Source: an optimization exercise on an open RTL-to-GDS flow (aim: small area, a short achievable clock period and few clock cycles per item). Production flows keep margins and buffers that such runs may drop. Function was checked by simulation only, so behaviour that the tests miss may differ from the original. Power is estimated from default activity; no workload was simulated.

[flow/flow/run.sh]
#!/bin/bash
set -euo pipefail
export SETUP_SLACK_MARGIN=7.5
bash standard.sh > flow_standard.log 2>&1
[flow/standard.sh]
#!/bin/bash
# synth_recipe.tcl (not shown) runs the flow's synth.tcl, then flattens the netlist and writes it again
# the make line also repeats each setting of config.mk as NAME=value (left out here)
make -C /OpenROAD-flow-scripts/flow DESIGN_CONFIG=/design/flow/config.mk WORK_HOME=/design/flow/orfs CLKGATE_MAP_FILE= SYNTH_SCRIPT=/design/flow/synth_recipe.tcl "${@:-finish}"
[flow/config.mk]
export PLATFORM = sky130hd
export DESIGN_NAME = bp91_codec
export DESIGN_NICKNAME = bp91_codec
export VERILOG_FILES = /design/flow/design.v
export SDC_FILE = /design/flow/constraint.sdc
export NUM_CORES = 4
export LEC_CHECK = 0
export CAP_MARGIN = 20
export CORE_MARGIN = 2
export CORE_UTILIZATION = 25
export PLACE_DENSITY = 0.45
export SLEW_MARGIN = 20
[flow/constraint.sdc]
create_clock -name core_clock -period 12.0 [get_ports {clk}]
set_input_delay 2.4000 -clock core_clock [delete_from_list [all_inputs] [get_ports {clk}]]
set_output_delay 2.4000 -clock core_clock [all_outputs]
set_load 0.01 [all_outputs]
[flow/design.v]
module bp91_codec (
    input  wire        clk,
    input  wire        rst,
    input  wire        cmd_valid,
    output wire        cmd_ready,
    input  wire [1:0]  cmd_op,
    input  wire [11:0] cmd_len,
    input  wire        in_valid,
    output wire        in_ready,
    input  wire [7:0]  in_data,
    output wire        out_valid,
    input  wire        out_ready,
    output wire [7:0]  out_data,
    output reg         done,
    output reg  [7:0]  err_code,
    output reg  [11:0] err_info
);
    localparam OP_LOAD = 2'd0;
    localparam OP_ENC  = 2'd1;
    localparam OP_DEC  = 2'd2;
    localparam OP_DECS = 2'd3;
    localparam T_CHAR  = 2'd0;
    localparam T_BYTE  = 2'd1;
    localparam T_MARK  = 2'd2;
    localparam QD = 6;             
    localparam CD = 7;             
    integer i;
    reg [6:0] ring [0:90];
    reg [6:0] b;
    reg [6:0] bn;            
    reg        nv;
    reg [1:0]  nop;
    reg [11:0] nlen;
    reg        ia;
    reg [1:0]  iop;
    reg [11:0] irem;
    reg        ilast;       
    reg        in_rdy;
    assign cmd_ready = !nv;
    assign in_ready  = in_rdy;
    wire cmd_fire = cmd_valid && !nv;
    wire in_fire  = in_valid && in_rdy;
    reg        hv, tv;
    reg [1:0]  hop, top_;
    reg        hlast, tlast;
    reg        hnob, tnob;
    reg [7:0]  hdat, tdat;
    reg [6:0]  hdn;          
    reg [11:0] kidx;
    reg        alpha_ok;
    reg        errf;         
    reg        e7;
    reg [11:0] eidx;
    reg        dupf;
    reg [6:0]  dupidx;
    reg        finp;         
    reg        fload;
    reg        pdv;
    reg [2:0]  pdc;
    reg [11:0] pdi;
    reg        c2v;
    reg [1:0]  c2op;
    reg        c2last;
    reg        c2has;
    reg [7:0]  c2dat;        
    reg        pv;
    reg [1:0]  pop_;
    reg        plast;
    reg        phas;         
    reg [7:0]  pdat;         
    reg        pendv;
    reg [6:0]  pend;
    reg        kv;
    reg [1:0]  kop;
    reg        klast;
    reg        khas;
    reg        kpendv;
    reg [13:0] kdat;
    reg [20:0] acc;
    reg [4:0]  n;
    reg        fl;
    reg        menc;
    reg        half;         
    reg [13:0] cr;
    reg        crv, cr2;
    reg [2:0]  tot;          
    reg        room;         
    reg        xv;
    reg [1:0]  xt;
    reg        xsel;
    reg [13:0] xdat;
    reg        x2v;
    reg [1:0]  x2t;
    reg        x2sel;
    reg [6:0]  x2hi, x2lo;
    reg        x3v;
    reg [1:0]  x3t;
    reg [7:0]  x3dat;
    reg        zv;
    reg [1:0]  zt;
    reg [7:0]  zdat;
    reg [8:0]  q [0:QD-1];
    reg [2:0]  qwp, qrp;
    reg [2:0]  qn;
    reg        ov;
    reg [7:0]  ob;
    assign out_valid = ov;
    assign out_data  = ob;
    always @(*) begin
        case (pdc)
            3'd7:    err_code = 8'h13;
            default: err_code = {5'd0, pdc};
        endcase
        err_info = pdi;
    end
    function [24:0] ks25;
        input [24:0] a, c;
        reg   [24:0] g, p, gg, pp;
        integer k, d;
        begin
            g = a & c; p = a ^ c; gg = g; pp = p;
            for (d = 1; d < 25; d = d * 2)
                for (k = 24; k >= d; k = k - 1) begin
                    gg[k] = gg[k] | (pp[k] & gg[k - d]);
                    pp[k] = pp[k] & pp[k - d];
                end
            ks25 = p ^ {gg[23:0], 1'b0};
        end
    endfunction
    function [13:0] ks14;
        input [13:0] a, c;
        reg   [13:0] g, p, gg, pp;
        integer k, d;
        begin
            g = a & c; p = a ^ c; gg = g; pp = p;
            for (d = 1; d < 14; d = d * 2)
                for (k = 13; k >= d; k = k - 1) begin
                    gg[k] = gg[k] | (pp[k] & gg[k - d]);
                    pp[k] = pp[k] & pp[k - d];
                end
            ks14 = p ^ {gg[12:0], 1'b0};
        end
    endfunction
    function [7:0] ks8;
        input [7:0] a, c;
        reg   [7:0] g, p, gg, pp;
        integer k, d;
        begin
            g = a & c; p = a ^ c; gg = g; pp = p;
            for (d = 1; d < 8; d = d * 2)
                for (k = 7; k >= d; k = k - 1) begin
                    gg[k] = gg[k] | (pp[k] & gg[k - d]);
                    pp[k] = pp[k] & pp[k - d];
                end
            ks8 = p ^ {gg[6:0], 1'b0};
        end
    endfunction
    wire c_load = (hop == OP_LOAD);
    wire c_enc  = (hop == OP_ENC);
    wire c_dec  = hop[1];
    wire [2:0] kh = kidx[6:4];
    wire [3:0] kl = kidx[3:0];
    reg  [7:0]  gt_h, eq_h;
    reg  [15:0] gt_l;
    reg  [90:0] match, lmask;
    reg  [6:0]  pos;
    always @(*) begin
        for (i = 0; i < 8; i = i + 1) begin
            gt_h[i] = (kh > i);
            eq_h[i] = (kh == i);
        end
        for (i = 0; i < 16; i = i + 1)
            gt_l[i] = (kl > i);
        pos = 7'd0;
        for (i = 0; i < 91; i = i + 1) begin
            if (i < 46)
                match[i] = (ring[i] == hdat[6:0]);
            else
                match[i] = (ring[i] == ~hdn);
            lmask[i] = gt_h[i / 16] | (eq_h[i / 16] & gt_l[i % 16]);
            if (match[i]) pos = pos | i[6:0];
        end
    end
    wire       anym    = |match;
    wire       anyl    = |(match & lmask);
    wire       member  = !hdat[7] && anym && !hnob;
    wire       k91      = (kidx < 12'd91);
    wire       need_ins = c_load && !hnob && k91;
    wire [6:0] kidx_m1  = kidx[6:0] - 7'd1;
    wire ds_empty = !c2v && !pv && !kv && !fl && !crv && !xv && !x2v && !x3v && !zv;
    wire ins_ok   = (kidx == 12'd0) ? ds_empty : (b == kidx_m1);
    wire c2_free;
    wire c_take = hv && c2_free && !finp && (!need_ins || ins_ok) && (!hlast || !pdv);
    wire c_ins  = c_take && need_ins;
    wire [11:0] kidx_p1 = kidx + 12'd1;
    wire err_now = c_load ? (!hnob && hdat[7]) :
                   ((hop == OP_DECS) && alpha_ok && !hnob && !member);
    wire dup_now = c_load && !hnob && k91 && !hdat[7] && anyl;
    wire fin_slow = c_load || ((hop == OP_DECS) && alpha_ok);
    wire p_free;
    wire c2_take = c2v && p_free;
    assign c2_free = !c2v || c2_take;
    wire [7:0] c2_t = ks8({1'b0, b}, {1'b1, ~c2dat[6:0]});
    wire p_dec = pop_[1];
    wire p_enc = (pop_ == OP_ENC);
    wire p_fwd = p_enc || plast || (phas && pendv);
    wire k_free;
    wire p_take = pv && (!p_fwd || k_free);
    assign p_free = !pv || p_take;
    wire [13:0] p_t   = {{6{pdat[7]}}, pdat};
    wire [6:0]  p_dig = pdat[7] ? (pdat[6:0] + 7'd91) : pdat[6:0];
    wire [13:0] pa = {7'd0, pend};
    wire [13:0] pb = p_t << 7;
    wire [13:0] pc = ~(p_t << 5);
    wire [13:0] pd = ~(p_t << 2);
    wire [13:0] pe = ~p_t;
    wire [13:0] pf = pdat[7] ? 14'd8284 : 14'd3;
    wire [13:0] s1 = pa ^ pb ^ pc;
    wire [13:0] c1 = {((pa & pb) | (pa & pc) | (pb & pc)), 1'b0};
    wire [13:0] s2 = pd ^ pe ^ pf;
    wire [13:0] c2 = {((pd & pe) | (pd & pf) | (pe & pf)), 1'b0};
    wire [13:0] s3 = s1 ^ c1 ^ s2;
    wire [13:0] c3 = {((s1 & c1) | (s1 & s2) | (c1 & s2)), 1'b0};
    wire [13:0] s4 = s3 ^ c3 ^ c2;
    wire [13:0] c4 = {((s3 & c3) | (s3 & c2) | (c3 & c2)), 1'b0};
    wire [13:0] p_v = ks14(s4, c4);
    wire n_gt13 = (n > 5'd13);
    wire n_gt7  = (n > 5'd7);
    wire big13  = (acc[12:0] > 13'd88);
    wire two    = n_gt7 || (acc[13:0] > 14'd90);
    wire cr_iss  = crv && room;
    wire cr_free = !crv || (cr_iss && (half || !cr2));
    wire ext     = menc && n_gt13 && cr_free;                  
    wire fin_ld  = menc && fl && !n_gt13 && (n != 5'd0) && cr_free;
    wire i_byte  = !menc && n_gt7 && room;
    wire i_mark  = fl && room && (menc ? ((n == 5'd0) && !crv) : !n_gt7);
    wire issue   = cr_iss || i_byte || i_mark;
    wire emit    = i_byte;
    wire clr     = fin_ld || i_mark;
    reg  k_acc;
    always @(*) begin
        k_acc = 1'b0;
        if (kv && !fl) begin
            if (kop == OP_ENC)
                k_acc = !khas || !n_gt13 || cr_free;
            else if (kop[1])
                k_acc = (!khas && !kpendv) || !n_gt7 || (room && (n < 5'd16));
            else
                k_acc = 1'b1;
        end
    end
    assign k_free = !kv || k_acc;
    wire k_ins = k_acc && (khas || kpendv) && (kop != OP_LOAD);
    wire k_is13 = (kdat[12:0] > 13'd88);
    wire [28:0] acc_or = {8'd0, acc} | (k_ins ? ({15'd0, kdat} << n) : 29'd0);
    wire [28:0] acc_s13 = acc_or >> 13;
    wire [28:0] acc_s14 = acc_or >> 14;
    wire [28:0] acc_s8  = acc_or >> 8;
    wire [20:0] acc_nx = ext ? (big13 ? acc_s13[20:0] : acc_s14[20:0]) :
                         (emit ? acc_s8[20:0] : acc_or[20:0]);
    wire [4:0]  kk     = ext ? (big13 ? 5'd13 : 5'd14) : (emit ? 5'd8 : 5'd0);
    wire [4:0]  n_sub  = n - kk;
    wire [4:0]  n_nx   = !k_ins ? n_sub :
                         (kop == OP_ENC) ? (n_sub + 5'd8) :
                         khas ? (n_sub + (k_is13 ? 5'd13 : 5'd14)) : 5'd8;
    wire [24:0] ma = {11'd0, xdat} << 11;
    wire [24:0] mb = {11'd0, xdat} << 9;
    wire [24:0] mc = {11'd0, xdat} << 8;
    wire [24:0] md = {11'd0, xdat} << 6;
    wire [24:0] me = {11'd0, xdat};
    wire [24:0] ms1 = ma ^ mb ^ mc;
    wire [24:0] mc1 = {((ma & mb) | (ma & mc) | (mb & mc)), 1'b0};
    wire [24:0] ms2 = md ^ me ^ ms1;
    wire [24:0] mc2 = {((md & me) | (md & ms1) | (me & ms1)), 1'b0};
    wire [24:0] ms3 = mc1 ^ mc2 ^ ms2;
    wire [24:0] mc3 = {((mc1 & mc2) | (mc1 & ms2) | (mc2 & ms2)), 1'b0};
    wire [24:0] x_prod = ks25(ms3, mc3);
    wire [6:0]  x_hi   = x_prod[24:18];
    wire [7:0]  la = {1'b0, x2lo};
    wire [7:0]  lb = {1'b0, x2hi} << 5;
    wire [7:0]  lc = {1'b0, x2hi} << 2;
    wire [7:0]  ld = {1'b0, x2hi};
    wire [7:0]  ls1 = la ^ lb ^ lc;
    wire [7:0]  lc1 = {((la & lb) | (la & lc) | (lb & lc)), 1'b0};
    wire [7:0]  ls2 = ls1 ^ lc1 ^ ld;
    wire [7:0]  lc2 = {((ls1 & lc1) | (ls1 & ld) | (lc1 & ld)), 1'b0};
    wire [7:0]  x2_lo = ks8(ls2, lc2);
    wire [6:0]  x2_d  = x2sel ? x2hi : x2_lo[6:0];
    wire [7:0]  nd    = {1'b1, ~x3dat[6:0]};
    wire [7:0]  es    = {1'b0, bn} ^ nd ^ 8'd1;
    wire [7:0]  ec    = {(({1'b0, bn} & nd) | ({1'b0, bn} & 8'd1) | (nd & 8'd1)), 1'b0};
    wire [7:0]  x3_e  = ks8(es, ec);
    wire [7:0]  fs    = {1'b0, bn} ^ nd ^ 8'd92;
    wire [7:0]  fc    = {(({1'b0, bn} & nd) | ({1'b0, bn} & 8'd92) | (nd & 8'd92)), 1'b0};
    wire [7:0]  x3_f  = ks8(fs, fc);
    wire [6:0]  x3_adr = x3_e[7] ? x3_f[6:0] : x3_e[6:0];
    wire [6:0] z_rd  = ring[zdat[6:0]];
    wire [7:0] w_dat = (zt == T_CHAR) ? {1'b0, z_rd} : zdat;
    wire       w_mk  = (zt == T_MARK);
    wire [8:0] qh     = q[qrp];
    wire       o_free = !ov || out_ready;
    wire       q_pop  = o_free && (qn != 3'd0);
    wire       o_xfer = ov && out_ready;
    wire [1:0] gone   = {1'b0, o_xfer} + {1'b0, q_pop && qh[8]};
    wire push_zero;
    wire in_push = in_fire || push_zero;
    wire i_end  = in_fire && ilast;
    wire i_idle = !ia || i_end;
    wire act    = i_idle && nv && (nlen != 12'd0);
    assign push_zero = !ia && nv && (nlen == 12'd0) && !(hv && tv);
    wire [1:0] push_op   = in_fire ? iop : nop;
    wire       push_last = in_fire ? ilast : 1'b1;
    wire       push_nob  = !in_fire;
    always @(posedge clk) begin
        for (i = 1; i < 91; i = i + 1) ring[i] <= ring[i-1];
        ring[0] <= c_ins ? hdat[6:0] : ring[90];
        xt    <= i_mark ? T_MARK : (i_byte ? T_BYTE : T_CHAR);
        xsel  <= half;
        xdat  <= i_byte ? {6'd0, acc[7:0]} : cr;
        x2t   <= xt;
        x2sel <= xsel;
        x2hi  <= (xt == T_CHAR) ? x_hi : {6'd0, xdat[7]};
        x2lo  <= xdat[6:0];
        x3t   <= x2t;
        x3dat <= (x2t == T_CHAR) ? {1'b0, x2_d} : {x2hi[0], x2lo};
        zt    <= x3t;
        zdat  <= (x3t == T_CHAR) ? {1'b0, x3_adr} : x3dat;
        if (rst) begin
            b        <= 7'd0;
            bn       <= 7'd1;
            nv       <= 1'b0;
            ia       <= 1'b0;
            in_rdy   <= 1'b0;
            hv       <= 1'b0;
            tv       <= 1'b0;
            kidx     <= 12'd0;
            alpha_ok <= 1'b0;
            errf     <= 1'b0;
            dupf     <= 1'b0;
            finp     <= 1'b0;
            pdv      <= 1'b0;
            pdc      <= 3'd0;
            pdi      <= 12'd0;
            c2v      <= 1'b0;
            pv       <= 1'b0;
            pendv    <= 1'b0;
            kv       <= 1'b0;
            acc      <= 21'd0;
            n        <= 5'd0;
            fl       <= 1'b0;
            menc     <= 1'b0;
            half     <= 1'b0;
            crv      <= 1'b0;
            tot      <= 3'd0;
            room     <= 1'b1;
            xv       <= 1'b0;
            x2v      <= 1'b0;
            x3v      <= 1'b0;
            zv       <= 1'b0;
            qwp      <= 3'd0;
            qrp      <= 3'd0;
            qn       <= 3'd0;
            ov       <= 1'b0;
            done     <= 1'b0;
        end else begin
            if (c_ins && kidx == 12'd0) begin
                b  <= 7'd0;
                bn <= 7'd1;
            end else begin
                b  <= bn;
                bn <= (bn == 7'd90) ? 7'd0 : bn + 7'd1;
            end
            if (cmd_fire) begin
                nv   <= 1'b1;
                nop  <= cmd_op;
                nlen <= cmd_len;
            end
            if (act) begin
                ia    <= 1'b1;
                iop   <= nop;
                irem  <= nlen;
                ilast <= (nlen == 12'd1);
                nv    <= 1'b0;
            end else if (push_zero) begin
                nv    <= 1'b0;
            end else if (in_fire) begin
                irem  <= irem - 12'd1;
                ilast <= (irem == 12'd2);
                if (ilast) ia <= 1'b0;
            end
            if (c_take) begin
                if (tv) begin
                    hop <= top_; hlast <= tlast; hnob <= tnob; hdat <= tdat; hdn <= ~tdat[6:0];
                    if (in_push) begin
                        top_ <= push_op; tlast <= push_last; tnob <= push_nob; tdat <= in_data;
                    end else begin
                        tv <= 1'b0;
                    end
                end else begin
                    hv <= in_push;
                    hop <= push_op; hlast <= push_last; hnob <= push_nob; hdat <= in_data;
                    hdn <= ~in_data[6:0];
                end
            end else if (in_push) begin
                if (!hv) begin
                    hv <= 1'b1;
                    hop <= push_op; hlast <= push_last; hnob <= push_nob; hdat <= in_data;
                    hdn <= ~in_data[6:0];
                end else begin
                    tv <= 1'b1;
                    top_ <= push_op; tlast <= push_last; tnob <= push_nob; tdat <= in_data;
                end
            end
            begin : rdy
                reg [1:0] cnt_next;
                reg       ia_next;
                cnt_next = {1'b0, hv} + {1'b0, tv} + {1'b0, in_push} - {1'b0, c_take};
                ia_next  = act || (ia && !i_end);
                in_rdy  <= ia_next && (cnt_next <= 2'd1);
            end
            if (c_take) begin
                kidx <= hlast ? 12'd0 : kidx_p1;
                if (!errf) begin
                    eidx <= kidx;
                    e7   <= hdat[7];
                    errf <= err_now;
                end
                if (!dupf) begin
                    dupidx <= kidx[6:0];
                    dupf   <= dup_now;
                end
                if (hlast) begin
                    pdv <= 1'b1;
                    if (fin_slow) begin
                        finp  <= 1'b1;
                        fload <= c_load;
                        pdi   <= (c_load && !hnob) ? kidx_p1 : 12'd0;
                    end else begin
                        pdc  <= alpha_ok ? 3'd0 : 3'd7;
                        pdi  <= 12'd0;
                        errf <= 1'b0;
                        dupf <= 1'b0;
                    end
                end
            end
            if (finp) begin
                finp <= 1'b0;
                errf <= 1'b0;
                dupf <= 1'b0;
                if (fload) begin
                    alpha_ok <= 1'b0;
                    if (pdi != 12'd91) begin
                        pdc <= 3'd1;
                    end else if (errf) begin
                        pdc <= 3'd2;
                        pdi <= eidx;
                    end else if (dupf) begin
                        pdc <= 3'd3;
                        pdi <= {5'd0, dupidx};
                    end else begin
                        pdc <= 3'd0;
                        pdi <= 12'd0;
                        alpha_ok <= 1'b1;
                    end
                end else if (errf) begin
                    pdc <= e7 ? 3'd4 : 3'd5;
                    pdi <= eidx;
                end else begin
                    pdc <= 3'd0;
                end
            end
            if (c2_free) begin
                c2v    <= c_take && (c_enc ? (alpha_ok || hlast) :
                                     (hlast || (c_dec && alpha_ok && member)));
                c2op   <= hop;
                c2last <= hlast;
                c2has  <= c_enc ? (alpha_ok && !hnob) : (c_dec && alpha_ok && member);
                c2dat  <= c_enc ? hdat : {1'b0, pos};
            end else if (c2op[1]) begin
                c2dat[6:0] <= (c2dat[6:0] == 7'd90) ? 7'd0 : c2dat[6:0] + 7'd1;
            end
            if (p_take) begin
                if (p_dec) begin
                    if (plast) begin
                        pendv <= 1'b0;
                    end else if (phas) begin
                        pendv <= !pendv;
                        if (!pendv) pend <= p_dig;
                    end
                end
            end
            if (p_free) begin
                pv    <= c2_take;
                pop_  <= c2op;
                plast <= c2last;
                phas  <= c2has;
                pdat  <= (c2op == OP_ENC) ? c2dat : c2_t;
            end
            if (k_free) begin
                kv <= p_take && p_fwd;
                kop <= pop_;
                klast <= plast;
                if (p_enc) begin
                    khas   <= phas;
                    kpendv <= 1'b0;
                    kdat   <= {6'd0, pdat};
                end else if (p_dec) begin
                    if (phas && pendv) begin
                        khas   <= 1'b1;
                        kpendv <= 1'b0;
                        kdat   <= p_v;
                    end else begin
                        khas   <= 1'b0;
                        kpendv <= phas || pendv;
                        kdat   <= {7'd0, phas ? p_dig : pend};
                    end
                end else begin
                    khas   <= 1'b0;
                    kpendv <= 1'b0;
                end
            end
            if (k_acc) begin
                menc <= (kop == OP_ENC);
                if (klast) fl <= 1'b1;
            end
            if (ext || fin_ld) begin
                cr   <= (ext && big13) ? {1'b0, acc[12:0]} : acc[13:0];
                cr2  <= ext || two;
                crv  <= 1'b1;
                half <= 1'b0;
            end else if (cr_iss) begin
                if (half || !cr2) begin
                    crv  <= 1'b0;
                    half <= 1'b0;
                end else begin
                    half <= 1'b1;
                end
            end
            if (clr) begin
                acc  <= 21'd0;
                n    <= 5'd0;
                if (i_mark) fl <= 1'b0;
            end else begin
                acc <= acc_nx;
                n   <= n_nx;
            end
            xv  <= issue;
            x2v <= xv;
            x3v <= x2v;
            zv  <= x3v;
            begin : cred
                reg [2:0] tn;
                tn = tot + {2'd0, issue} - {1'd0, gone};
                tot  <= tn;
                room <= (tn < CD);
            end
            if (zv) begin
                q[qwp] <= {w_mk, w_dat};
                qwp    <= (qwp == QD - 1) ? 3'd0 : qwp + 3'd1;
            end
            if (q_pop)
                qrp <= (qrp == QD - 1) ? 3'd0 : qrp + 3'd1;
            qn <= qn + {2'd0, zv} - {2'd0, q_pop};
            done <= 1'b0;
            if (o_free) begin
                if (q_pop) begin
                    if (qh[8]) begin
                        done <= 1'b1;
                        pdv  <= 1'b0;
                        ov   <= 1'b0;
                    end else begin
                        ob <= qh[7:0];
                        ov <= 1'b1;
                    end
                end else begin
                    ov <= 1'b0;
                end
            end
        end
    end
endmodule
==> out/metrics.cfg, run 1 <==
[outcome]
status=timing/DRC/antenna clean

[timing]
finalWorstSetupSlack_ns=7.50
maxSlewViolCount=0
slew_headroom_pct=17.0
hold_viol_final=0
setup_viol=0
rsz0062_at_grt=no
worst_pin_slew_ns=1.23
max_freq_mhz=222
period_needed_ns=4.50
fin_skew_ns=0.0540
post-route-period-util_pct=37.5
setup_tns_ns=0

[die]
dieArea_sq_um=188000
fp.dieW_microns=434
rows=157
fp.dieH_microns=434
pin_count=59
initial_utilization_pct=25.2
core-area_sq_um=183000

[synthesis]
netlist_area_sq_um=46200
synth_area_per_cell_sq_um=10.4
yosys-top-cells-count=dfxtp_1, xnor2_1, xor2_1
synthTopCellsByArea=dfxtp_1, edfxtp_1, xnor2_1
synth-edff-count=208
synthArstFlopShare_pct=0
yosysSeqAreaShare_pct=48.1
synth_top_cell_by_area=dfxtp_1
synthMostInstantiatedCell=dfxtp_1
yosys.area.top_type_share_pct=34.6
synth_top_flop_cell=dfxtp_1
synth_warnings=2
synthDistinctLibCells=89
syn_inst=4458
ys_ff_latch=1006

[route]
postRouteAntennaNets=0
vias=37200
vias_per_cell=5.23
drc_errors=0
drt-initial-drc-count=4177
routed_wl_microns=206000
drt-pass1-iter-count=6
routedWlPerCell_microns=29.0

[worst_setup_path]
cp-startpoint=zdat[1]
critPathKind=flop to flop
cp-end-kind=flop
critPathRequiredTime_ns=12.39
cp_common_cell=buf_4
r2r-end=q[5][3]
max_stage_delay_ns=0.97
r2r_start=zdat[1]
worstPathMaxFanout=30
crit_path_cell_trace=buf_4 -> nand2b_1 -> nor2_4 -> buf_4 -> a22o_1 -> a221oi_1 -> o22ai_1 -> nor3_1 -> a41oi_1
ff2ff_setup_slack_ns=7.50
worstPathArrival_ns=4.89
reg2reg_depth=9
cp-start-kind=flop
crit_path_end=q[5][3]
worst_path_max_delay_cell=a221oi_1

[cells_and_area]
area_delta_synth_final_pct=17.9
final_nets=4766
drive_gt1_share_pct=10.6
fillers=19000

[placement]
dp_slack_ns=6.98
dpl.hpwl_microns=156000
place.gp.congestion=1.07
portBuffers=54

[clocking]
htreeDepth=3
clockBufferDepth=3
clock-sinks=1006
clkTransAtPathRegs_ns=0.06
cts_buffers=111
cts_hold_buffers=0
clock_latency_ns=0.77
cts_tree=built
root_buffer=clkbuf_16

[hold_path]
hold_class=flop to flop

[pwr]
power_density_nw_per_um2=196
vdd_drop_max_v=0.000161
internal_power_w=0.00697
p_clk_share_pct=34.3
swShare_pct=34.6
p_sw_w=0.00369
p_seq_share_pct=35.9
p_leak_nw=19.8
comb_power_share_pct=29.9

[global_routing]
gr-usage-all-layers_pct=21.4
grt_pass1_wl_microns=288000
antenna_found_initial=16
grt_max_degree=46
first_global_vias=36100
overflow=0

[flow_run]
cap_violations=0

[what timing repair did]
item / CTS / global route
gates cloned: 0 / 0
pin swaps: 1 / 6
setup buffers: 6 / 22
gates resized for setup: 13 / 25
endpoints found under the setup margin: 77 / 91
[final cells by class]
cell class	count	area (sq um)	share of cell area, %
multi-input combinational	3025	22800	41.8
sequential	1006	22200	40.8
clock buffer	156	3240	5.94
tap	2464	3080	5.66
timing repair buffer	211	1740	3.19
inverter	190	723	1.33
clock inverter	54	672	1.23
antenna	7	17.5	0.0322
[metal layers]
| layer | wire length (microns) | up-vias | GRT usage [%] |
|---|---|---|---|
| li1 | - | 16300 | - |
| met1 | 89500 | 18700 | 28.9 |
| met2 | 88100 | 1747 | 32.1 |
| met3 | 16500 | 440 | 4.77 |
| met4 | 11900 | 12 | 10.5 |
| met5 | 86 | - | 0 |
[cell usage in the layout, fill, tap and decap left out, drive strengths merged, types with 15 or more instances in the layout]
master           n
a211oi          20
a21o            23
a21oi          201
a221oi          46
a222oi          25
a22o            33
a22oi          174
a31oi           33
a32oi           45
and2            26
and3            15
buf            158
clkbuf         156
clkdlybuf4s50   53
clkinv          30
dfxtp          798
edfxtp         208
fa              65
ha             129
inv            195
mux2            22
mux2i           45
mux4            15
nand2          198
nand2b          36
nand3           73
nand4          131
nor2           301
nor2b           45
nor3            88
nor4           133
o21ai          109
o22ai           52
or3             16
xnor2          389
xor2           340
[registers in the layout, summed over array words and instances, names as in the netlist, 8 cells and up, named ones only]
register and count:
ring 637, acc 21, ob 8, tdat 8, hdat 8, kdat 14, eidx 12, nlen 12
x3dat 8, zdat 8, kidx 12, cr 14, q 54, pdi 12, xdat 14, pdat 8
irem 12, c2dat 8
[logic make-up after synthesis]
family,after synthesis,share of synthesized area [%]
AOI/OAI and AO/OA,887,13.3
xor gates and xnor gates,729,13.8
adders and majority gates,195,6.33
buffers and inverters,430,3.76
DFF,1006,48.1
muxes,82,2.24
other,1,0.00812
and+or+nand+nor,1128,12.4
[per-stage QoR]
step / area, sq um / std cells / total power [W] / util, % / hold WS, ns
final: 54500 / 7113 / 0.0107 / 29.7 / 0.344
after global routing: 54500 / 7106 / 0.0112 / 29.7 / 0.354
after CTS: 54200 / 7084 / 0.0107 / 29.6 / 0.352
after detailed placement: 50200 / 6868 / 0.00701 / 27.4 / 0.338
after global placement: 50200 / 6867 / 0.00701 / 27.4 / 0.325
after floorplan: 46200 / 4461 / 0.00592 / - / 0.310
[power by group through the flow]
| stage | sequential (W) | clock [W] | combinational (W) |
|---|---|---|---|
| floorplan | 0.00381 | 0 | 0.00211 |
| detailed placement | 0.00390 | 0 | 0.00311 |
| global route | 0.00385 | 0.00385 | 0.00353 |
| CTS | 0.00383 | 0.00372 | 0.00314 |
| finish | 0.00382 | 0.00366 | 0.00318 |
| global placement | 0.00390 | 0 | 0.00311 |
[worst max-delay path: cells and delay by family (launching register included)]
family / cells / cell delay [ns]
AOI/OAI and AO/OA: 4 / 2.06
buffers and inverters: 2 / 0.62
DFF: 1 / 0.32
and+or+nand+nor: 3 / 1.06
[worst min path at each step]
stage                     startpoint  endpoint  slack (ns)  cells after the start
final                           xsel     x2sel        0.34                      0
after global routing            xsel     x2sel        0.35                      0
after CTS                       xsel     x2sel        0.35                      0
after detailed placement        xsel     x2sel        0.34                      0
after global placement          xsel     x2sel        0.33                      0
after floorplan                 xsel     x2sel        0.31                      0
Testbench counts, summed over its fixed seeds: cycles 39,789, items 35,196.
==> run 2: changes to the inputs <==
==> flow/flow/run.sh (replaced) <==
#!/bin/bash
set -euo pipefail
export SETUP_SLACK_MARGIN=8.5
bash standard.sh > flow_standard.log 2>&1
==> out/metrics.cfg, run 2 <==
[pwr]
p_sw_w=0.00421  ; +14%
comb_power_share_pct=35.7  ; +5.8 points
p_leak_nw=21.4  ; +8.1%
p_clk_share_pct=31.5  ; -2.8 points
power_w=0.0117  ; +10%
p_seq_share_pct=32.8  ; -3.1 points
vdd_drop_max_v=0.000235  ; +46%
power_density_nw_per_um2=202  ; +3.0%
internal_power_w=0.00752  ; +7.9%
swShare_pct=35.9  ; +1.3 points

[placement]
dpl.hpwl_microns=158000  ; +1.1%
portBuffers=54  ; unchanged
place.gp.congestion=1.06  ; -1.2%
dpl.cell_count=6856  ; -0.17%

[route]
route.top_layer_used=met5
drt-pass1-iter-count=6  ; unchanged
wl_met2_microns=91100  ; +3.3%
vias=38300  ; +3.0%
routedWlPerCell_microns=30.0  ; +3.6%
drt-initial-drc-count=4625  ; +11%
drc_errors=0  ; unchanged
postRouteAntennaNets=0  ; unchanged
wl_met3_microns=19100  ; +16%
vias_per_cell=5.26  ; +0.73%
routed_wl_microns=218000  ; +5.9%
wl_met1_microns=91600  ; +2.3%

[cells_and_area]
regMostFlops=ring
drive_gt1_share_pct=19.0  ; +8.3 points
final_nets=4931  ; +3.5%
multiInputGateArea_sq_um=24000  ; +5.6%
largest_registers=ring (637), q (54), acc (21)
final_cell_mix=dfxtp_1, xnor2_1, xor2_1
stdcell_count=7275  ; +2.3%
largest_reg_flops=637  ; unchanged
final_common_cell=dfxtp_1
fillers=18600  ; -2.0%
final-seq-area_sq_um=22300  ; +0.46%
final_util_pct=31.8  ; +2.0 points
area_delta_synth_final_pct=26.0

[worst_setup_path]
r2r_start=pdat[7]
cp-end-kind=flop
worstPathArrival_ns=4.66  ; -0.23 ns
ff2ff_setup_slack_ns=7.82  ; +0.33 ns
worstPathMaxFanout=4  ; -87%
critPathRequiredTime_ns=12.48  ; +0.09 ns
critPathKind=flop to flop
reg2reg_depth=16  ; +7
r2r-end=kdat[13]
crit_path_end=kdat[13]
cp-start-kind=flop
cp-startpoint=pdat[7]

[clocking]
htreeDepth=3  ; unchanged
clkTransAtPathRegs_ns=0.07  ; about the same
cts_tree=built
clockBufferDepth=3  ; unchanged
clock-sinks=1006  ; unchanged
cts_hold_buffers=0  ; unchanged
cts_buffers=113  ; +1.8%
clock_latency_ns=0.78  ; about the same
root_buffer=clkbuf_16

[timing]
fin_skew_ns=0.0506  ; -0.00335 ns
setup_tns_ns=0  ; unchanged
hold_viol_final=0  ; unchanged
rsz0062_at_grt=yes
slew_headroom_pct=9.37  ; -7.7 points
post-route-period-util_pct=34.8  ; -2.7 points
maxSlewViolCount=0  ; unchanged
max_freq_mhz=239  ; +7.8%
whs_ns=0.338  ; -0.00655 ns
worst_pin_slew_ns=1.35  ; +0.115 ns
period_needed_ns=4.18  ; -0.327 ns
setup_viol=0  ; unchanged

[synthesis]
synthMostInstantiatedCell=dfxtp_1
yosys-top-cells-count=dfxtp_1, xnor2_1, xor2_1
synth_top_flop_cell=dfxtp_1
synth_area_per_cell_sq_um=10.4  ; unchanged
syn_inst=4458  ; unchanged
synthArstFlopShare_pct=0  ; unchanged
synth-edff-count=208  ; unchanged
ys_ff_latch=1006  ; unchanged
synthTopCellsByArea=dfxtp_1, edfxtp_1, xnor2_1
yosysSeqAreaShare_pct=48.1  ; unchanged
synthDistinctLibCells=89  ; unchanged
netlist_area_sq_um=46200  ; unchanged
synth_warnings=2  ; unchanged
yosys.area.top_type_share_pct=34.6  ; unchanged
synth_top_cell_by_area=dfxtp_1

[die]
fp.dieH_microns=434  ; unchanged
dieArea_sq_um=188000  ; unchanged
core-area_sq_um=183000  ; unchanged
rows=157  ; unchanged
initial_utilization_pct=25.2  ; unchanged
fp.dieW_microns=434  ; unchanged
pin_count=59  ; unchanged

[hold_path]
hold_class=flop to flop

[global_routing]
antenna_found_initial=23  ; +7
grt_max_degree=46  ; unchanged
grt_pass1_wl_microns=297000  ; +3.2%
gr-usage-all-layers_pct=22.2  ; +0.78 points
first_global_vias=37100  ; +2.8%
overflow=0  ; unchanged

[flow_run]
cap_violations=0  ; unchanged

[outcome]
status=timing/DRC/antenna clean

[run 2: cells by family after synthesis]
group,Yosys count,share of synthesized area (%)
other cells,1,0.00812
xor+xnor,729,13.8
flops,1006,48.1
mux,82,2.24
buf+inv,430,3.76
compound gates,887,13.3
simple gates,1128,12.4
fa+ha+maj,195,6.33
[run 2: power by group through the flow]
stage / sequential [W] / combinational [W] / clock, W
final: 0.00385 / 0.00419 / 0.00369
after global routing: 0.00386 / 0.00456 / 0.00387
after CTS: 0.00385 / 0.00379 / 0.00373
after detailed placement: 0.00390 / 0.00318 / 0
after global placement: 0.00391 / 0.00318 / 0
after floorplan: 0.00381 / 0.00217 / 0
[run 2: layer usage]
layer | vias to the layer above | global-route usage [%]
met3 | 616 | 4.93
met5 | - | 0
met2 | 2014 | 32.8
met1 | 19000 | 29.4
met4 | 20 | 13.2
li1 | 16600 | -
[run 2: layout make-up]
type | count | area share (%)
clock buffers | 140 | 5.35
well taps | 2464 | 5.30
clock inverters | 73 | 1.40
flip-flops and latches | 1006 | 38.3
repair buffers | 372 | 7.01
multi-input cells | 3027 | 41.3
diodes | 3 | 0.0129
inverters | 190 | 1.29
[run 2: timing repair]
item                       in CTS  in global routing
gates cloned                    9                 13
resized for setup             443                134
pin swaps                      60                 73
setup endpoints to repair     300                171
setup buffers                  99                 82
[run 2: how the worst min path moves through the flow]
stage               slack (ns)  depth (start not counted)  endpoint  startpoint
global placement          0.33                          0     x2sel        xsel
floorplan                 0.31                          0     x2sel        xsel
detailed placement        0.33                          0     x2sel        xsel
finish                    0.34                          0     x2sel        xsel
CTS                       0.34                          0     x2sel        xsel
global route              0.34                          0     x2sel        xsel
[run 2: per-stage QoR]
step	worst slack, ns	instance area [sq um]
floorplan	7.89	46600
global placement	6.89	50300
detailed placement	7.06	50400
CTS	7.81	56600
global route	7.62	58200
finish	7.82	58200
[run 2: critical path, cell delays in order, from the launching register on]
cell      delay, ns
edfxtp_1       0.49
fa_1           0.49
fa_1           0.50
inv_1          0.05
fa_1           0.50
inv_1          0.05
ha_1           0.26
a21o_1         0.19
a21oi_2        0.18
o21ai_2        0.08
a21oi_2        0.15
nor2b_1        0.06
o21a_1         0.18
o31a_1         0.27
o41ai_2        0.24
xnor2_1        0.15
nor2_1         0.06
==> run 3: changes to the inputs <==
==> flow/flow/run.sh (replaced) <==
#!/bin/bash
set -euo pipefail
export SETUP_SLACK_MARGIN=7.5
bash standard.sh > flow_standard.log 2>&1
--- a/flow/config.mk
+++ b/flow/config.mk
@@ -5,6 +5,7 @@
 export SDC_FILE = /design/flow/constraint.sdc
 export NUM_CORES = 4
 export LEC_CHECK = 0
+export ABC_AREA = 1
 export CAP_MARGIN = 20
 export CORE_MARGIN = 2
 export CORE_UTILIZATION = 25
==> out/metrics.cfg, run 3 <==
[placement]
dpl_cell_area_sq_um=53200  ; +5.6%
place.gp.congestion=0.994  ; -5.8%
portBuffers=54  ; unchanged
dpl.cell_count=8868  ; +29%
dpl.hpwl_microns=151000  ; -4.9%

[clocking]
clockBufferDepth=3  ; unchanged
htreeDepth=3  ; unchanged
clkTransAtPathRegs_ns=0.06  ; about the same
root_buffer=clkbuf_16
clock-sinks=1006  ; unchanged
cts_tree=built
clock_latency_ns=0.78  ; about the same
cts_buffers=114  ; +0.88%

[route]
drc_errors=0  ; unchanged
vias_per_cell=4.66  ; -11%
drt-initial-drc-count=3634  ; -21%
vias=42400  ; +11%
drt-pass1-iter-count=5  ; -1
routedWlPerCell_microns=21.0  ; -30%
routed_wl_microns=191000  ; -12%
postRouteAntennaNets=0  ; unchanged

[pwr]
p_seq_share_pct=37.1  ; +4.3 points
power_w=0.0104  ; -12%
p_sw_w=0.00366  ; -13%
p_clk_share_pct=34.9  ; +3.4 points
swShare_pct=35.3  ; -0.61 points
vdd_drop_max_v=0.000116  ; -51%
internal_power_w=0.00671  ; -11%
power_density_nw_per_um2=181  ; -10%
p_leak_nw=23.6  ; +10%
comb_power_share_pct=28.0  ; -7.7 points

[global_routing]
first_global_vias=41100  ; +11%
grt_max_degree=49  ; +6.5%
overflow=0  ; unchanged
antenna_found_initial=5  ; -78%
grt_pass1_wl_microns=280000  ; -5.8%
gr-usage-all-layers_pct=18.4  ; -3.8 points

[timing]
period_needed_ns=4.35  ; +0.173 ns
slew_headroom_pct=22.8  ; +13 points
post-route-period-util_pct=36.2  ; +1.4 points
setup_viol=0  ; unchanged
max_freq_mhz=230  ; -4.0%
setup_tns_ns=0  ; unchanged
worst_pin_slew_ns=1.15  ; -0.203 ns
maxSlewViolCount=0  ; unchanged
fin_skew_ns=0.0707  ; +0.0200 ns
hold_viol_final=0  ; unchanged
rsz0062_at_grt=yes

[synthesis]
synth_top_cell_by_area=dfxtp_1
yosysSeqAreaShare_pct=44.7  ; -3.4 points
synth_top_family_by_area=simple AND/OR/NAND/NOR gates
ys_ff_latch=1006  ; unchanged
netlist_area_sq_um=49700  ; +7.7%
synthSimpleGateAreaFrac_pct=23.6  ; +11 points
yosys.area_share.xor_xnor_pct=8.24  ; -5.6 points
synthArstFlopShare_pct=0  ; unchanged
syn_inst=6291  ; +41%
synthTopCellsByArea=dfxtp_1, nand2_1, edfxtp_1
yosys.area.top_type_share_pct=32.1  ; -2.5 points
synth-edff-count=208  ; unchanged
synthAdderAreaFrac_pct=5.86  ; -0.47 points
synth_area_per_cell_sq_um=7.91  ; -24%
synth_compound_area_share_pct=9.93  ; -3.4 points
synth_warnings=2  ; unchanged
synthDistinctLibCells=65  ; -27%
yosys-top-cells-count=nand2_1, dfxtp_1, inv_1
synth_top_flop_cell=dfxtp_1
synthMuxAreaShare_pct=0.101  ; -2.1 points
synthMostInstantiatedCell=nand2_1

[die]
fp.dieH_microns=450  ; +3.7%
initial_utilization_pct=25.2  ; -0.033 points
fp.dieW_microns=450  ; +3.7%
core-area_sq_um=198000  ; +7.8%
rows=163  ; +3.8%
dieArea_sq_um=203000  ; +7.6%
pin_count=59  ; unchanged

[cells_and_area]
regMostFlops=ring
final_nets=6576  ; +33%
largest_reg_flops=637  ; unchanged
final_common_cell=nand2_1
stdcell_count=9097  ; +25%
final_cell_mix=nand2_1, dfxtp_1, inv_1
largest_registers=ring (637), q (54), acc (21)
area_delta_synth_final_pct=15.0
drive_gt1_share_pct=5.55  ; -13 points
fin_area_sq_um=57200  ; -1.7%

[worst_setup_path]
max_stage_delay_ns=0.57  ; +0.07 ns
critPathKind=flop to output port
critPathRequiredTime_ns=9.60  ; -2.88 ns
worstPathArrival_ns=1.95  ; -2.71 ns
cp-end-kind=output port
crit_path_cell_trace=inv_1 -> nor3_1 -> clkdlybuf4s50_1
cp-start-kind=flop
worst_path_max_delay_cell=clkdlybuf4s50_1
worstPathMaxFanout=2  ; -2

[hold_path]
hold_class=flop to flop

[outcome]
status=timing/DRC/antenna clean

[flow_run]
cap_violations=0  ; unchanged

==> run 3: critical path, delay by kind of cell (launching register included) <==
family	cells	cell delay, ns
buffers and inverters	2	0.65
DFF	1	0.34
and+or+nand+nor	1	0.21
==> run 3: worst paths after layout <==
kind	cells past startpoint	to	from	slack [ns]
setup / recovery	3	err_code[4]	pdc[2]	7.65
hold / removal	0	ring[82][6]	ring[81][6]	0.32
setup reg to reg	21	kdat[12]	pdat[0]	7.67
hold reg to reg	0	ring[82][6]	ring[81][6]	0.32
==> run 3: cells by family after synthesis <==
logic type	count (synthesis)
and+or+nand+nor	2867
DFF	1006
buffers and inverters	940
AOI/OAI and AO/OA	810
xor gates and xnor gates	468
adders and majority gates	194
muxes	5
other	1
==> run 3: layer usage <==
metal	routed length, microns	vias to the layer above	global-route usage [%]	part of all wire (%)
met3	10100	349	2.69	5.3
met4	8870	2	7.77	4.6
met1	87200	20400	24.9	46
met2	85000	1211	29.1	44
li1	-	20500	-	-
met5	12	-	0	0.0063
==> run 3: final cells by class <==
class	count	area (sq um)
clock inverter	48	524
timing repair buffer	126	1070
clock buffer	167	3380
fill	21400	140000
tap	2640	3300
multi-input combinational	4348	23800
antenna	3	7.51
sequential	1006	22200
inverter	759	2870
==> run 3: repair_timing <==
action,in CTS,in global routing
buffers inserted,0,10
setup endpoints to repair,13,47
hold buffers,0,0
gates resized for setup,1,7
hold endpoints to repair,0,0
pin swaps,0,0
==> run 3: metrics by stage <==
| stage | setup slack [ns] | utilization (%) | hold slack, ns |
|---|---|---|---|
| after floorplan | 7.63 | - | 0.310 |
| after global placement | 7.08 | 26.9 | 0.317 |
| after detailed placement | 7.01 | 26.9 | 0.316 |
| after CTS | 7.52 | 28.9 | 0.327 |
| after global routing | 7.28 | 29.0 | 0.341 |
| final | 7.65 | 29.0 | 0.316 |
==> run 3: power groups by stage <==
stage,combinational [W],clock (W),sequential [W]
after CTS,0.00291,0.00370,0.00385
after floorplan,0.00200,0,0.00383
after detailed placement,0.00288,0,0.00392
final,0.00290,0.00362,0.00384
after global routing,0.00328,0.00383,0.00387
after global placement,0.00288,0,0.00392
==> run 4: changes to the inputs <==
--- a/flow/config.mk
+++ b/flow/config.mk
@@ -5,9 +5,10 @@
 export SDC_FILE = /design/flow/constraint.sdc
 export NUM_CORES = 4
 export LEC_CHECK = 0
-export ABC_AREA = 1
 export CAP_MARGIN = 20
 export CORE_MARGIN = 2
 export CORE_UTILIZATION = 25
+export CTS_BUF_LIST = sky130_fd_sc_hd__clkbuf_8
+export CTS_CLUSTER_SIZE = 30
 export PLACE_DENSITY = 0.45
 export SLEW_MARGIN = 20
==> out/metrics.cfg, run 4 <==
[clocking]
clock_latency_ns=0.96  ; +0.18 ns
clock-sinks=1006  ; unchanged
clockBufferDepth=3  ; unchanged
root_buffer=clkbuf_8
cts_tree=built
cts_hold_buffers=0  ; unchanged
htreeDepth=4  ; +1
clkTransAtPathRegs_ns=0.06  ; about the same
cts_buffers=174  ; +53%

[worst_setup_path]
reg2reg_depth=11  ; -48%
critPathTopFamily=compound AO/OA/AOI/OAI gates
worstPathArrival_ns=5.06  ; +3.11 ns
max_stage_delay_ns=0.56  ; about the same
r2r-end=q[4][0]
r2r_start=zdat[3]
cp-start-kind=flop
path_buf_inv=2  ; unchanged
cp-end-kind=flop
worst_path_max_delay_cell=a221oi_2
ff2ff_setup_slack_ns=7.51  ; -0.16 ns
critPathKind=flop to flop
crit_path_cell_trace=buf_4 -> nand2b_1 -> nor2_4 -> buf_4 -> a22o_1 -> a221oi_2 -> o21ai_0 -> a2111oi_0 -> nand4_1 -> a21oi_1 -> a21oi_1
critPathRequiredTime_ns=12.57  ; +2.97 ns
worstPathMaxFanout=29  ; +27

[synthesis]
yosysSeqAreaShare_pct=48.1  ; +3.4 points
synth-edff-count=208  ; unchanged
synthArstFlopShare_pct=0  ; unchanged
synth_warnings=2  ; unchanged
synthTopCellsByArea=dfxtp_1, edfxtp_1, xnor2_1
syn_inst=4458  ; -29%
netlist_area_sq_um=46200  ; -7.1%
yosys.area.top_type_share_pct=34.6  ; +2.5 points
synth_top_cell_by_area=dfxtp_1
synthDistinctLibCells=89  ; +37%
synth_top_flop_cell=dfxtp_1
synth_area_per_cell_sq_um=10.4  ; +31%
ys_ff_latch=1006  ; unchanged
yosys-top-cells-count=dfxtp_1, xnor2_1, xor2_1
synthMostInstantiatedCell=dfxtp_1

[die]
core-area_sq_um=183000  ; -7.3%
fp.dieH_microns=434  ; -3.6%
dieArea_sq_um=188000  ; -7.1%
pin_count=59  ; unchanged
rows=157  ; -3.7%
initial_utilization_pct=25.2  ; +0.033 points
fp.dieW_microns=434  ; -3.6%

[route]
drt-initial-drc-count=4046  ; +11%
routedWlPerCell_microns=28.8  ; +37%
vias=37600  ; -11%
vias_per_cell=5.21  ; +12%
postRouteAntennaNets=0  ; unchanged
drt-pass1-iter-count=6  ; +1
routed_wl_microns=208000  ; +8.7%
drc_errors=0  ; unchanged

[pwr]
power_w=0.0104  ; +0.67%
power_density_nw_per_um2=192  ; +6.0%
vdd_drop_max_v=0.000159  ; +37%
p_leak_nw=20.0  ; -15%

[placement]
place.gp.congestion=1.07  ; +7.4%
portBuffers=54  ; unchanged
dpl.hpwl_microns=156000  ; +4.0%
dp_slack_ns=6.98  ; -0.0348 ns

[global_routing]
grt_pass1_wl_microns=290000  ; +3.7%
antenna_found_initial=17  ; +12
overflow=0  ; unchanged
gr-usage-all-layers_pct=21.6  ; +3.2 points
first_global_vias=36600  ; -11%
grt_max_degree=46  ; -6.1%

[cells_and_area]
fillers=19100  ; -11%
largest_reg_flops=637  ; unchanged
final_common_cell=dfxtp_1
final_cell_mix=dfxtp_1, xnor2_1, xor2_1
area_delta_synth_final_pct=17.7
final_nets=4827  ; -27%
regMostFlops=ring
largest_registers=ring (637), q (54), acc (21)
drive_gt1_share_pct=12.0  ; +6.5 points

[timing]
period_needed_ns=4.49  ; +0.138 ns
fin_skew_ns=0.104  ; +0.0335 ns
worst_pin_slew_ns=1.23  ; +0.0884 ns
setup_viol=0  ; unchanged
max_freq_mhz=223  ; -3.1%
slew_headroom_pct=17.1  ; -5.8 points
whs_ns=0.339  ; +0.0236 ns
finalWorstSetupSlack_ns=7.51  ; -0.138 ns
post-route-period-util_pct=37.4  ; +1.2 points
setup_tns_ns=0  ; unchanged
hold_viol_final=0  ; unchanged
maxSlewViolCount=0  ; unchanged
rsz0062_at_grt=no

[hold_path]
hold_class=flop to flop
min_from=ring[29][0]
min_path_cells=0  ; unchanged
whs_endpoint=ring[30][0]

[flow_run]
cap_violations=0  ; unchanged

[outcome]
status=timing/DRC/antenna clean

run 4: cell types whose count changed after synthesis, sizes merged, moves of 45 or more:
cell / change
nand3: -174
xor2: +100
nand2: -1506
a22oi: +167
inv: -559
xnor2: +161
nor4: +95
nor2b: +45
clkbuf: +68
nor2: -364
o21ai: -226
run 4: cell families after synthesis:
group	count (synthesis)	synth area share, %
compound gates	887	13.3
xor+xnor	729	13.8
fa+ha+maj	195	6.33
buf+inv	430	3.76
flops	1006	48.1
mux	82	2.24
other cells	1	0.00812
simple gates	1128	12.4
run 4: cell type report:
type	instances	area [sq um]	share of cell area [%]
repair buffers	209	1720	3.17
multi-input cells	3025	22800	41.9
clock buffers	218	3000	5.52
well taps	2464	3080	5.67
flip-flops and latches	1006	22200	40.9
inverters	190	723	1.33
clock inverters	102	811	1.49
diodes	6	15.0	0.0276
run 4: metrics by stage:
step	area, sq um	util (%)	instances
final	54400	29.7	7220
after detailed placement	50200	27.4	6868
after global routing	54400	29.7	7216
after floorplan	46200	-	4461
after global placement	50200	27.4	6867
after CTS	54100	29.5	7197
run 4: routing by layer:
metal | wire length (microns) | vias to the layer above | track usage [%]
met5 | 56 | - | 0
met2 | 88200 | 1837 | 32.1
met3 | 17300 | 488 | 5.16
met4 | 12400 | 8 | 11.4
li1 | - | 16400 | -
met1 | 89800 | 18800 | 28.9
run 4: timing repair:
action / CTS / global route
resized for setup: 13 / 27
cloned: 0 / 0
pin swaps: 1 / 6
endpoints found under the hold margin: 0 / 0
buffers inserted: 9 / 17
endpoints found under the setup margin: 78 / 93
run 4: report_power, final:
part | internal (W) | leakage [nW] | switching [W]
Sequential | 0.00365 | 8.38 | 0.000178
Clock | 0.00189 | 2.14 | 0.00154
Combinational | 0.00115 | 9.45 | 0.00205
run 4: worst max-delay path by stage:
stage | start | endpoint | slack, ns | cells after the start
final | zdat[3] | q[4][0] | 7.51 | 11
after global routing | pdat[1] | kdat[13] | 7.48 | 17
after CTS | n[4] | dupf | 7.50 | 12
after global placement | n[2] | dupf | 7.12 | 12
after detailed placement | kidx[0] | tdat[1] | 6.98 | 11
after floorplan | rst | e7 | 7.62 | 4
==> run 5: changes to the inputs <==
==> flow/run.sh (new file) <==
#!/bin/bash
# synth_recipe.tcl (not shown) runs the flow's synth.tcl, then flattens the netlist and writes it again
# the make line also repeats each setting of config.mk as NAME=value (left out here)
make -C /OpenROAD-flow-scripts/flow DESIGN_CONFIG=/design/flow/config.mk WORK_HOME=/design/flow/orfs CLKGATE_MAP_FILE= SYNTH_SCRIPT=/design/flow/synth_recipe.tcl finish
--- a/flow/config.mk
+++ b/flow/config.mk
@@ -8,7 +8,5 @@
 export CAP_MARGIN = 20
 export CORE_MARGIN = 2
 export CORE_UTILIZATION = 25
-export CTS_BUF_LIST = sky130_fd_sc_hd__clkbuf_8
-export CTS_CLUSTER_SIZE = 30
 export PLACE_DENSITY = 0.45
 export SLEW_MARGIN = 20
removed: flow/flow/run.sh
removed: flow/standard.sh
==> out/metrics.cfg, run 5 <==
[synthesis]
synth_area_per_cell_sq_um=10.4  ; unchanged
synthDistinctLibCells=89  ; unchanged
synth_top_cell_by_area=dfxtp_1
synthMostInstantiatedCell=dfxtp_1
yosysSeqAreaShare_pct=48.1  ; unchanged
synth_warnings=2  ; unchanged
synth_top_flop_cell=dfxtp_1
synthTopCellsByArea=dfxtp_1, edfxtp_1, xnor2_1
synth-edff-count=208  ; unchanged
synthArstFlopShare_pct=0  ; unchanged
netlist_area_sq_um=46200  ; unchanged
ys_ff_latch=1006  ; unchanged
syn_inst=4458  ; unchanged
yosys.area.top_type_share_pct=34.6  ; unchanged
yosys-top-cells-count=dfxtp_1, xnor2_1, xor2_1

[cells_and_area]
fillers=19000  ; -0.74%
final_nets=4729  ; -2.0%
largest_registers=ring (637), q (54), acc (21)
final_common_cell=dfxtp_1
drive_gt1_share_pct=9.18  ; -2.9 points
largest_reg_flops=637  ; unchanged
final_cell_mix=dfxtp_1, xnor2_1, xor2_1
area_delta_synth_final_pct=16.5
regMostFlops=ring

[worst_setup_path]
cp-end-kind=flop
reg2reg_depth=11  ; unchanged
critPathTopFamily=compound AO/OA/AOI/OAI gates
critPathKind=flop to flop
critPathRequiredTime_ns=12.43  ; -0.14 ns
path_buf_inv=1  ; -1
max_stage_delay_ns=0.91  ; +0.35 ns
crit_path_cell_trace=nor2b_1 -> nand2_1 -> nor2_1 -> a2111oi_0 -> nand4_1 -> a2111oi_0 -> o221ai_1 -> a211oi_1 -> buf_4 -> nand2_1 -> a41oi_1
worstPathMaxFanout=18  ; -38%
r2r-end=q[0][3]
ff2ff_setup_slack_ns=6.67  ; -0.84 ns
worst_path_max_delay_cell=dfxtp_1
cp-start-kind=flop
worstPathArrival_ns=5.76  ; +0.70 ns
r2r_start=zdat[6]

[hold_path]
hold_class=flop to flop
min_from=xsel
min_path_cells=0  ; unchanged
whs_endpoint=x2sel

[placement]
dp_slack_ns=6.90  ; -0.0806 ns
dpl.hpwl_microns=154000  ; -1.5%
portBuffers=54  ; unchanged
place.gp.congestion=1.05  ; -1.3%

[clocking]
clock_latency_ns=0.76  ; -0.20 ns
root_buffer=clkbuf_16
cts_hold_buffers=0  ; unchanged
cts_tree=built
htreeDepth=3  ; -1
cts_resized=0  ; -13
clock-sinks=1006  ; unchanged
post_cts.repair.setup_buffers=0  ; -9
clkTransAtPathRegs_ns=0.06  ; about the same
clockBufferDepth=3  ; unchanged
cts_buffers=109  ; -37%

[route]
drt-pass1-iter-count=6  ; unchanged
routed_wl_microns=203000  ; -2.4%
drc_errors=0  ; unchanged
vias_per_cell=5.20  ; -0.20%
postRouteAntennaNets=0  ; unchanged
drt-initial-drc-count=4276  ; +5.7%
routedWlPerCell_microns=28.7  ; -0.34%
vias=36700  ; -2.3%

[timing]
worst_pin_slew_ns=1.30  ; +0.0643 ns
finalWorstSetupSlack_ns=6.67  ; -0.842 ns
period_needed_ns=5.33  ; +0.842 ns
maxSlewViolCount=0  ; unchanged
fin_skew_ns=0.0496  ; -0.0546 ns
hold_viol_final=0  ; unchanged
setup_viol=0  ; unchanged
rsz0062_at_grt=no
setup_tns_ns=0  ; unchanged
slew_headroom_pct=12.7  ; -4.3 points
post-route-period-util_pct=44.4  ; +7.0 points
max_freq_mhz=188  ; -16%

[global_routing]
antenna_found_initial=15  ; -2
first_global_vias=36100  ; -1.5%
overflow=0  ; unchanged
grt_max_degree=50  ; +8.7%
grt_pass1_wl_microns=285000  ; -1.8%
gr-usage-all-layers_pct=21.2  ; -0.45 points

[die]
initial_utilization_pct=25.2  ; unchanged
pin_count=59  ; unchanged
fp.dieW_microns=434  ; unchanged
fp.dieH_microns=434  ; unchanged
rows=157  ; unchanged
dieArea_sq_um=188000  ; unchanged
core-area_sq_um=183000  ; unchanged

[outcome]
status=timing/DRC/antenna clean

[pwr]
power_density_nw_per_um2=193  ; +0.73%
vdd_drop_max_v=0.000183  ; +16%
p_leak_nw=19.4  ; -2.7%

[flow_run]
cap_violations=0  ; unchanged

run 5: cell types whose count changed in the layout (fill, tap and decap cells not counted), sizes merged:
cell | before | now
clkbuf | 218 | 151
dlygate4sd2 | 1 | 0
buf | 156 | 123
diode | 6 | 5
clkdlybuf4s50 | 52 | 53
inv | 240 | 194
clkinv | 38 | 33
bufinv | 11 | 8
clkinvlp | 3 | 6
run 5: cells by family (layout without fill, tap and decap cells):
logic type	after synthesis	after routing	synth area share (%)
xor+xnor	729	729	13.8
flops	1006	1006	48.1
buf+inv	430	568	3.76
other cells	1	9	0.00812
mux	82	82	2.24
simple gates	1128	1128	12.4
compound gates	887	887	13.3
fa+ha+maj	195	195	6.33
run 5: per-stage QoR:
step / power (W) / util (%) / hold WS [ns] / cell area (sq um) / std cells
floorplan: 0.00592 / - / 0.310 / 46200 / 4461
global placement: 0.00700 / 27.3 / 0.322 / 50100 / 6860
detailed placement: 0.00699 / 27.3 / 0.323 / 50100 / 6860
CTS: 0.0105 / 29.3 / 0.333 / 53800 / 7062
global route: 0.0110 / 29.4 / 0.339 / 53800 / 7064
finish: 0.0104 / 29.4 / 0.328 / 53800 / 7068
run 5: layer usage:
layer	track usage (%)	share of wire, %	vias up
li1	-	-	16200
met1	28.7	44	18400
met2	31.8	43	1663
met3	4.44	7.8	418
met4	10.1	5.6	12
met5	0	0.038	-
run 5: worst max-delay path by stage:
stage / startpoint / endpoint / cells after the start / slack (ns)
floorplan: rst / nlen[0] / 4 / 7.49
global placement: zdat[6] / q[4][3] / 11 / 6.78
detailed placement: kidx[0] / tdat[1] / 11 / 6.90
CTS: kidx[0] / tdat[7] / 11 / 6.80
global route: zdat[6] / q[3][5] / 11 / 6.39
finish: zdat[6] / q[0][3] / 11 / 6.67
run 5: area by class of cell:
cell class / count / area (sq um) / share of cell area (%)
Multi-Input combinational cell: 3025 / 22700 / 42.2
Sequential cell: 1006 / 22200 / 41.3
Clock buffer: 151 / 3100 / 5.76
Tap cell: 2464 / 3080 / 5.73
Timing Repair Buffer: 176 / 1450 / 2.70
Inverter: 190 / 714 / 1.33
Clock inverter: 51 / 534 / 0.993
Antenna cell: 5 / 12.5 / 0.0232
run 5: where the power goes:
part | internal (W) | switching (W) | total [W]
sequential | 0.00364 | 0.000199 | 0.00384
combinational | 0.00111 | 0.00200 | 0.00311
clock | 0.00198 | 0.00148 | 0.00346
run 5: worst register-to-register path, cell delays in order (launching register included):
cell,delay [ns]
dfxtp_1,0.91
nor2b_1,0.28
nand2_1,0.58
nor2_1,0.36
a2111oi_0,0.75
nand4_1,0.25
a2111oi_0,0.31
o221ai_1,0.18
a211oi_1,0.51
buf_4,0.28
nand2_1,0.07
a41oi_1,0.56

[re-timing with driven ports]
The results above use ideal ports. As a check the final layouts listed here were re-extracted and re-timed, cells and wires unchanged.
Step 1 (the two cells are an assumption about what drives the block):
set clk [get_ports {clk}]
set_driving_cell -lib_cell sky130_fd_sc_hd__clkbuf_16 $clk
set_driving_cell -lib_cell sky130_fd_sc_hd__buf_2 [delete_from_list [all_inputs] $clk]
Step 2 adds t to the input delays and takes it off the output delays; t is the mean of the earliest and latest rising clock arrival at the registers after step 1. Input paths then give back, and output paths get back, about the clock's delay inside the block.
a / b / c = ideal / step 1 / step 2; a / b = the first two.
run	t (ns)	setup WS [ns]	worst setup path at the end	clock arrival spread, ns	slew at the worst register clock pin (ns)
run 1	0.823	7.497 / 7.497 / 7.170	input to register	0.059 / 0.059	0.07 / 0.07
run 2	0.833	7.823 / 7.823 / 7.780	input to register	0.059 / 0.058	0.07 / 0.07
run 3	0.829	7.650 / 7.566 / 7.107	input to register	0.073 / 0.073	0.07 / 0.07
run 4	0.989	7.512 / 7.512 / 7.159	input to register	0.105 / 0.104	0.08 / 0.08
run 5	0.820	6.670 / 6.670 / 6.670	register to register	0.052 / 0.052	0.07 / 0.07
After both steps every run listed still meets setup and hold. The setup slack of run 3, which loses most, moves by -0.084 ns with the drivers and by -0.543 ns with both steps.
